Source: an optimization exercise on an open RTL-to-GDS flow (aim: small area, a short achievable clock period and few clock cycles per item). Production flows keep margins and buffers that such runs may drop.
In this exercise RTL edits were held to simulation tests only and were not proved equivalent to the original.
Power figures rest on the tool's default switching activity, not on a simulated workload.

==> design.v <==
module zi_sha256 (
    input  wire         clk,
    input  wire         rst,           
    input  wire         in_valid,
    output wire         in_ready,
    input  wire [31:0]  in_data,
    input  wire         in_last,
    input  wire [2:0]   in_nbytes,     
    output reg          out_valid,
    output wire [255:0] out_digest
);
    localparam [1:0] S_LOAD  = 2'd0,   
                     S_PAD   = 2'd1,   
                     S_ROUND = 2'd2,   
                     S_FINAL = 2'd3;   
    localparam LEN_BITS = 20;          
    reg [1:0]  state;
    reg [3:0]  wcnt;                   
    reg [5:0]  rnd;                    
    reg        newmsg;                 
    reg        padding;                
    reg        pad80;                  
    reg        lenhi_done;             
    reg        final_blk;              
    reg [LEN_BITS-1:0] nbytes_tot;
    reg [31:0] H0, H1, H2, H3, H4, H5, H6, H7;
    reg [31:0] a, b, c, d, e, f, g, h;
    reg [31:0] w [0:15];
    assign out_digest = {H0, H1, H2, H3, H4, H5, H6, H7};
    assign in_ready   = (state == S_LOAD);
    wire in_fire = in_valid && (state == S_LOAD);
    wire [LEN_BITS-1:0] word_bytes = in_last ? {{(LEN_BITS-3){1'b0}}, in_nbytes}
                                             : {{(LEN_BITS-3){1'b0}}, 3'd4};
    reg [31:0] last_word;
    always @(*) begin
        case (in_nbytes)
            3'd0:    last_word = 32'h80000000;
            3'd1:    last_word = {in_data[31:24], 24'h800000};
            3'd2:    last_word = {in_data[31:16], 16'h8000};
            3'd3:    last_word = {in_data[31:8],  8'h80};
            default: last_word = in_data;
        endcase
    end
    wire [LEN_BITS+2:0] bitlen = {nbytes_tot, 3'b000};
    reg [31:0] pad_word;
    reg        pad_is_lenlo;
    always @(*) begin
        pad_is_lenlo = 1'b0;
        if (pad80)
            pad_word = 32'h80000000;
        else if (wcnt == 4'd14)
            pad_word = 32'h00000000;                   
        else if (wcnt == 4'd15 && lenhi_done) begin
            pad_word = {{(32-LEN_BITS-3){1'b0}}, bitlen};
            pad_is_lenlo = 1'b1;
        end else
            pad_word = 32'h00000000;
    end
    wire [31:0] word_in = (state == S_PAD) ? pad_word :
                          (in_last ? last_word : in_data);
    wire        word_shift = in_fire || (state == S_PAD);
    reg [31:0] k;
    always @(*) begin
        case (rnd)
            6'd0:  k = 32'h428a2f98; 6'd1:  k = 32'h71374491;
            6'd2:  k = 32'hb5c0fbcf; 6'd3:  k = 32'he9b5dba5;
            6'd4:  k = 32'h3956c25b; 6'd5:  k = 32'h59f111f1;
            6'd6:  k = 32'h923f82a4; 6'd7:  k = 32'hab1c5ed5;
            6'd8:  k = 32'hd807aa98; 6'd9:  k = 32'h12835b01;
            6'd10: k = 32'h243185be; 6'd11: k = 32'h550c7dc3;
            6'd12: k = 32'h72be5d74; 6'd13: k = 32'h80deb1fe;
            6'd14: k = 32'h9bdc06a7; 6'd15: k = 32'hc19bf174;
            6'd16: k = 32'he49b69c1; 6'd17: k = 32'hefbe4786;
            6'd18: k = 32'h0fc19dc6; 6'd19: k = 32'h240ca1cc;
            6'd20: k = 32'h2de92c6f; 6'd21: k = 32'h4a7484aa;
            6'd22: k = 32'h5cb0a9dc; 6'd23: k = 32'h76f988da;
            6'd24: k = 32'h983e5152; 6'd25: k = 32'ha831c66d;
            6'd26: k = 32'hb00327c8; 6'd27: k = 32'hbf597fc7;
            6'd28: k = 32'hc6e00bf3; 6'd29: k = 32'hd5a79147;
            6'd30: k = 32'h06ca6351; 6'd31: k = 32'h14292967;
            6'd32: k = 32'h27b70a85; 6'd33: k = 32'h2e1b2138;
            6'd34: k = 32'h4d2c6dfc; 6'd35: k = 32'h53380d13;
            6'd36: k = 32'h650a7354; 6'd37: k = 32'h766a0abb;
            6'd38: k = 32'h81c2c92e; 6'd39: k = 32'h92722c85;
            6'd40: k = 32'ha2bfe8a1; 6'd41: k = 32'ha81a664b;
            6'd42: k = 32'hc24b8b70; 6'd43: k = 32'hc76c51a3;
            6'd44: k = 32'hd192e819; 6'd45: k = 32'hd6990624;
            6'd46: k = 32'hf40e3585; 6'd47: k = 32'h106aa070;
            6'd48: k = 32'h19a4c116; 6'd49: k = 32'h1e376c08;
            6'd50: k = 32'h2748774c; 6'd51: k = 32'h34b0bcb5;
            6'd52: k = 32'h391c0cb3; 6'd53: k = 32'h4ed8aa4a;
            6'd54: k = 32'h5b9cca4f; 6'd55: k = 32'h682e6ff3;
            6'd56: k = 32'h748f82ee; 6'd57: k = 32'h78a5636f;
            6'd58: k = 32'h84c87814; 6'd59: k = 32'h8cc70208;
            6'd60: k = 32'h90befffa; 6'd61: k = 32'ha4506ceb;
            6'd62: k = 32'hbef9a3f7; default: k = 32'hc67178f2;
        endcase
    end
    wire [31:0] bsig1  = {e[5:0], e[31:6]} ^ {e[10:0], e[31:11]} ^ {e[24:0], e[31:25]};
    wire [31:0] bsig0  = {a[1:0], a[31:2]} ^ {a[12:0], a[31:13]} ^ {a[21:0], a[31:22]};
    wire [31:0] ch  = (e & f) ^ (~e & g);
    wire [31:0] maj = (a & b) ^ (a & c) ^ (b & c);
    wire [31:0] T1  = h + bsig1 + ch + k + w[0];
    wire [31:0] T2  = bsig0 + maj;
    wire [31:0] w1  = w[1];
    wire [31:0] w14 = w[14];
    wire [31:0] ssig0  = {w1[6:0], w1[31:7]} ^ {w1[17:0], w1[31:18]} ^ (w1 >> 3);
    wire [31:0] ssig1  = {w14[16:0], w14[31:17]} ^ {w14[18:0], w14[31:19]} ^ (w14 >> 10);
    wire [31:0] w_next = ssig1 + w[9] + ssig0 + w[0];
    integer i;
    always @(posedge clk) begin
        if (rst) begin
            state      <= S_LOAD;
            wcnt       <= 4'd0;
            rnd        <= 6'd0;
            newmsg     <= 1'b1;
            padding    <= 1'b0;
            pad80      <= 1'b0;
            lenhi_done <= 1'b0;
            final_blk  <= 1'b0;
            out_valid  <= 1'b0;
        end else begin
            out_valid <= 1'b0;
            case (state)
                S_LOAD, S_PAD: begin
                    if (word_shift) begin
                        for (i = 0; i < 15; i = i + 1)
                            w[i] <= w[i+1];
                        w[15] <= word_in;
                        wcnt  <= wcnt + 4'd1;
                        if (state == S_LOAD) begin
                            if (newmsg) begin
                                newmsg <= 1'b0;
                                {H0, H1, H2, H3} <= {32'h6a09e667, 32'hbb67ae85, 32'h3c6ef372, 32'ha54ff53a};
                                {H4, H5, H6, H7} <= {32'h510e527f, 32'h9b05688c, 32'h1f83d9ab, 32'h5be0cd19};
                                nbytes_tot <= word_bytes;
                            end else begin
                                nbytes_tot <= nbytes_tot + word_bytes;
                            end
                            if (in_last) begin
                                padding <= 1'b1;
                                pad80   <= (in_nbytes == 3'd4);
                            end
                        end else begin
                            if (pad80)
                                pad80 <= 1'b0;
                            else if (wcnt == 4'd14)
                                lenhi_done <= 1'b1;
                            if (pad_is_lenlo)
                                final_blk <= 1'b1;
                        end
                        if (wcnt == 4'd15) begin
                            state <= S_ROUND;
                            rnd   <= 6'd0;
                            {a, b, c, d, e, f, g, h} <= {H0, H1, H2, H3, H4, H5, H6, H7};
                        end else if (state == S_LOAD && in_last) begin
                            state <= S_PAD;
                        end
                    end
                end
                S_ROUND: begin
                    h <= g;
                    g <= f;
                    f <= e;
                    e <= d + T1;
                    d <= c;
                    c <= b;
                    b <= a;
                    a <= T1 + T2;
                    for (i = 0; i < 15; i = i + 1)
                        w[i] <= w[i+1];
                    w[15] <= w_next;
                    rnd <= rnd + 6'd1;
                    if (rnd == 6'd63)
                        state <= S_FINAL;
                end
                default: begin  
                    H0 <= H0 + a;
                    H1 <= H1 + b;
                    H2 <= H2 + c;
                    H3 <= H3 + d;
                    H4 <= H4 + e;
                    H5 <= H5 + f;
                    H6 <= H6 + g;
                    H7 <= H7 + h;
                    lenhi_done <= 1'b0;
                    if (final_blk) begin
                        final_blk <= 1'b0;
                        padding   <= 1'b0;
                        newmsg    <= 1'b1;
                        out_valid <= 1'b1;
                        state     <= S_LOAD;
                    end else begin
                        state <= padding ? S_PAD : S_LOAD;
                    end
                end
            endcase
        end
    end
endmodule
==> run.sh <==
#!/bin/bash
# synth_recipe.tcl (not shown) runs the flow's synth.tcl, then flattens the netlist and writes it again
# the make line also repeats each setting of config.mk as NAME=value (left out here)
make -C /OpenROAD-flow-scripts/flow DESIGN_CONFIG=/design/flow/config.mk WORK_HOME=/design/flow/orfs CLKGATE_MAP_FILE= SYNTH_SCRIPT=/design/flow/synth_recipe.tcl finish
==> config.mk <==
export PLATFORM = sky130hd
export DESIGN_NAME = zi_sha256
export DESIGN_NICKNAME = zi_sha256
export VERILOG_FILES = /design/flow/design.v
export SDC_FILE = /design/flow/constraint.sdc
export NUM_CORES = 4
export LEC_CHECK = 0
export CAP_MARGIN = 20
export CORE_MARGIN = 2
export CORE_UTILIZATION = 40
export SLEW_MARGIN = 20
==> constraint.sdc <==
create_clock -name core_clock -period 10.0 [get_ports {clk}]
set_input_delay 2.0000 -clock core_clock [delete_from_list [all_inputs] [get_ports {clk}]]
set_output_delay 2.0000 -clock core_clock [all_outputs]
set_load 0.01 [all_outputs]
==> qor.txt <==
Gr usage total - 25.0%
Fin crit period - 7.91 ns
Final Hold Fails - 0
Grt total ovfl - 0
Sw power - 9.39 mW
Leakage Power - 27.8 nW
Placeable Area - 163000 um^2
Worst-Skew Late Latency - 0.77 ns
Critical Path RT - 10.61 ns
Initial core utilization - 40.3%
Switching part of the total - 42.4%
Buf/Inv on CP - 2
Row cnt - 148
Post-DR wirelength/cell - 26.2 um
Max-slew headroom - 20.4%
Synth warn - 2
Final Setup Violations - 0
IO Port Bufs - 296
VDD IR-drop max - 0.307 mV
CP Max Fanout - 7
Initial antenna violation count - 9
Final wirelength - 214 mm
PwrDens - 295 nW/um^2
Routability cong. - 0.948
First-pass GRT wire length - 308 mm
CTS tree - built
# hold bufs at CTS - 0
Count of pins over their slew limit - 0
Mapped Nets - 6232
Max clock buf depth - 3
Detailed-route via count - 46.0k
Post-CTS Repair Setup Buffers - 0
Layout cells sized above 1 - 9.20%
DP HPWL - 161 mm
DRC errors left - 0
Crit-path slowest cell - edfxtp_1
Hold Worst Slack - 0.394 ns
Register bit total from synthesis - 1094
Most area-consuming cells after synthesis - edfxtp_1 (48%), ha_1 (7.6%), fa_1 (6.0%)
Max incr delay on CP - 0.54 ns
Sequential fraction of the synthesis area - 49.4%
Int Pwr - 12.7 mW
Largest net degree at the start of global routing - 190
Highest metal used - met5
Cell Area, Synth - 65500 um^2
Cell taking the most area after synthesis - edfxtp_1
Seq pwr share - 27.5%
Finished Layout Cells - 8145
Yosys cell types - 88
Antenna-violating nets left - 0
Mapped Avg Cell Area - 11.7 um^2
CP Capture Type - register
Most frequent cells in the layout - edfxtp_1 (1044), ha_1 (397), xnor2_1 (386)
Power share of the clock group - 20.5%
Post-synth top area share - 47.8%
Layout Nets - 6495
DIE HEIGHT - 409 um
Routed wl met2 - 96.4 mm
H-tree depth - 3
CTS Buf Count - 119
Vias per inst - 5.65
Post-synthesis cell count - 5599
Vias in the first global route - 44.0k
Fmax - 0.126 GHz
WP data arrival - 8.52 ns
Drt initial violations - 4495
Most common cell after layout, fill and taps aside - edfxtp_1
CTS Sinks - 1094
Ports - 297
PostCTS Resize Cnt - 0
Setup crit start kind - register
Fin Clk Skew - 0.0342 ns
Top FF cell, synth - edfxtp_1
Period Utilization, post-route - 79.1%
WL met1 - 97.0 mm
Layout area overhead - 14.4%
Fin util - 46.1%
Combinational Power Share - 52.0%
Fillers - 14.9k
Async SR Flop Fraction - 0%
Final Power - 22.1 mW
Worst slew pin tran - 1.19 ns
Status - timing/DRC/antenna clean
Max Cap Violations - 0
Chip width - 409 um
Worst min-delay path class - reg2reg
Met3 WL post-DR - 13.4 mm
Die area - 167000 um^2
RSZ-0062 raised after global routing - false
CP Class - reg2reg
CTS clk-pin slew, worst paths - 0.06 ns
DR pass1 iterations - 6
Number of flops mapped to enable cells by yosys - 1044
CP top delay family - adder cells
DP Cell Count - 7916
Clock root buffer master - clkbuf_16
[synth_stat cells (all sizes together), types with 50 or more instances]
cell and count:
edfxtp 1044, ha 398, xnor2 387, inv 382, a21oi 369, nand2 356
nor2 346, o21ai 306, mux2 264, fa 196, xor2 191, a21o 177
clkbuf 169, nor3 76, nand3 74, nand2b 68, o21a 53, dfxtp 50
[stage by stage]
stage          setup TNS, ns  worst slack, ns  instance area, um^2
6_report                   0             2.09                75000
5_1_grt                    0             1.72                75000
4_1_cts                    0             2.25                75000
3_5_place_dp               0             2.34                71000
3_3_place_gp               0             2.38                71000
2_1_floorplan       -2900.17            -4.83                65600
[worst reg2reg max path, delay by kind of cell (launching register included)]
family	cells	cell delay, ns
compound gates	14	2.59
xor+xnor	4	1.24
fa+ha+maj	7	2.92
buf+inv	2	0.13
flops	1	0.54
simple gates	2	0.32
[cell families (layout without fill, tap and decap cells)]
family          count (synthesis)  count (layout)  share of synthesized area (%)
other cells                     0               5                              0
fa+ha+maj                     617             617                           13.9
flops                        1094            1094                           49.4
buf+inv                       587             953                           3.41
simple gates                 1151            1151                           8.17
compound gates               1290            1290                           12.6
xor+xnor                      579             579                           7.76
mux                           281             281                           4.80
[final timing paths]
check                                        from                end  slack (ns)  cells after the start
worst max-delay path              e[12]$_DFFE_PP_    a[31]$_DFFE_PP_        2.09                     29
worst min register to register  w[3][7]$_DFFE_PP_  w[2][7]$_DFFE_PP_        0.39                      0
worst min-delay path            w[3][7]$_DFFE_PP_  w[2][7]$_DFFE_PP_        0.39                      0
worst max register to register    e[12]$_DFFE_PP_    a[31]$_DFFE_PP_        2.09                     29
[power groups by stage]
stage / registers (mW) / logic [mW] / clock network, mW
2_1_floorplan: 6.09 / 7.75 / 0
3_3_place_gp: 6.18 / 11.2 / 0
3_5_place_dp: 6.19 / 11.3 / 0
4_1_cts: 6.09 / 11.4 / 4.62
5_1_grt: 6.13 / 12.5 / 4.78
6_report: 6.10 / 11.5 / 4.53
[final cells by class]
class / count / area, um^2 / area share, %
Sequential cell: 1094 / 32400 / 43.2
Multi-Input combinational cell: 3918 / 31000 / 41.4
Timing Repair Buffer: 347 / 3420 / 4.56
Clock buffer: 138 / 3110 / 4.15
Tap cell: 2175 / 2720 / 3.63
Inverter: 382 / 1430 / 1.91
Clock inverter: 86 / 875 / 1.17
Antenna cell: 5 / 12.5 / 0.0167
[layer usage]
metal	track usage [%]	vias to the layer above
li1	-	20900
met1	36.2	23100
met2	38.6	1701
met3	3.32	299
met4	7.92	8
met5	0	-
[flip-flops by register name, summed over array words and instances (netlist names), 32 cells and up]
register  count
H0           32
H7           32
a            32
h            32
c            32
f            32
H6           32
k            32
d            32
H4           32
w           512
H2           32
H1           32
e            32
H5           32
g            32
H3           32
b            32
Testbench counts, summed over its fixed seeds: cycles 88,460, bytes 62,061.

## what the ideal ports hide
In the flow no input, the clock included, has a driving cell. The finished layout below was timed again as built, in two steps. Step 1: set_driving_cell puts a clkbuf_16 on clk and a buf_2 on each other input, an assumption about the parent block. Step 2 times the ports against the registers' clock, not the clock port: input delays grow and output delays shrink by t, the midpoint of the rising clock arrivals with the driver on. Slacks: ideal ports / drivers / drivers and shift; pairs: ideal ports / drivers.
t (ns): 0.845
setup slack, ns: 2.087 / 2.087 / 2.087
latest minus earliest clock arrival (ns): 0.043 / 0.043
slew at the worst register clock pin (ns): 0.07 / 0.07
worst data-port slew with drivers (ns): 0.10
After both steps this run still meets setup and hold. For this run, drivers alone change the setup slack by 0.000 ns; drivers and shift together by 0.000 ns.
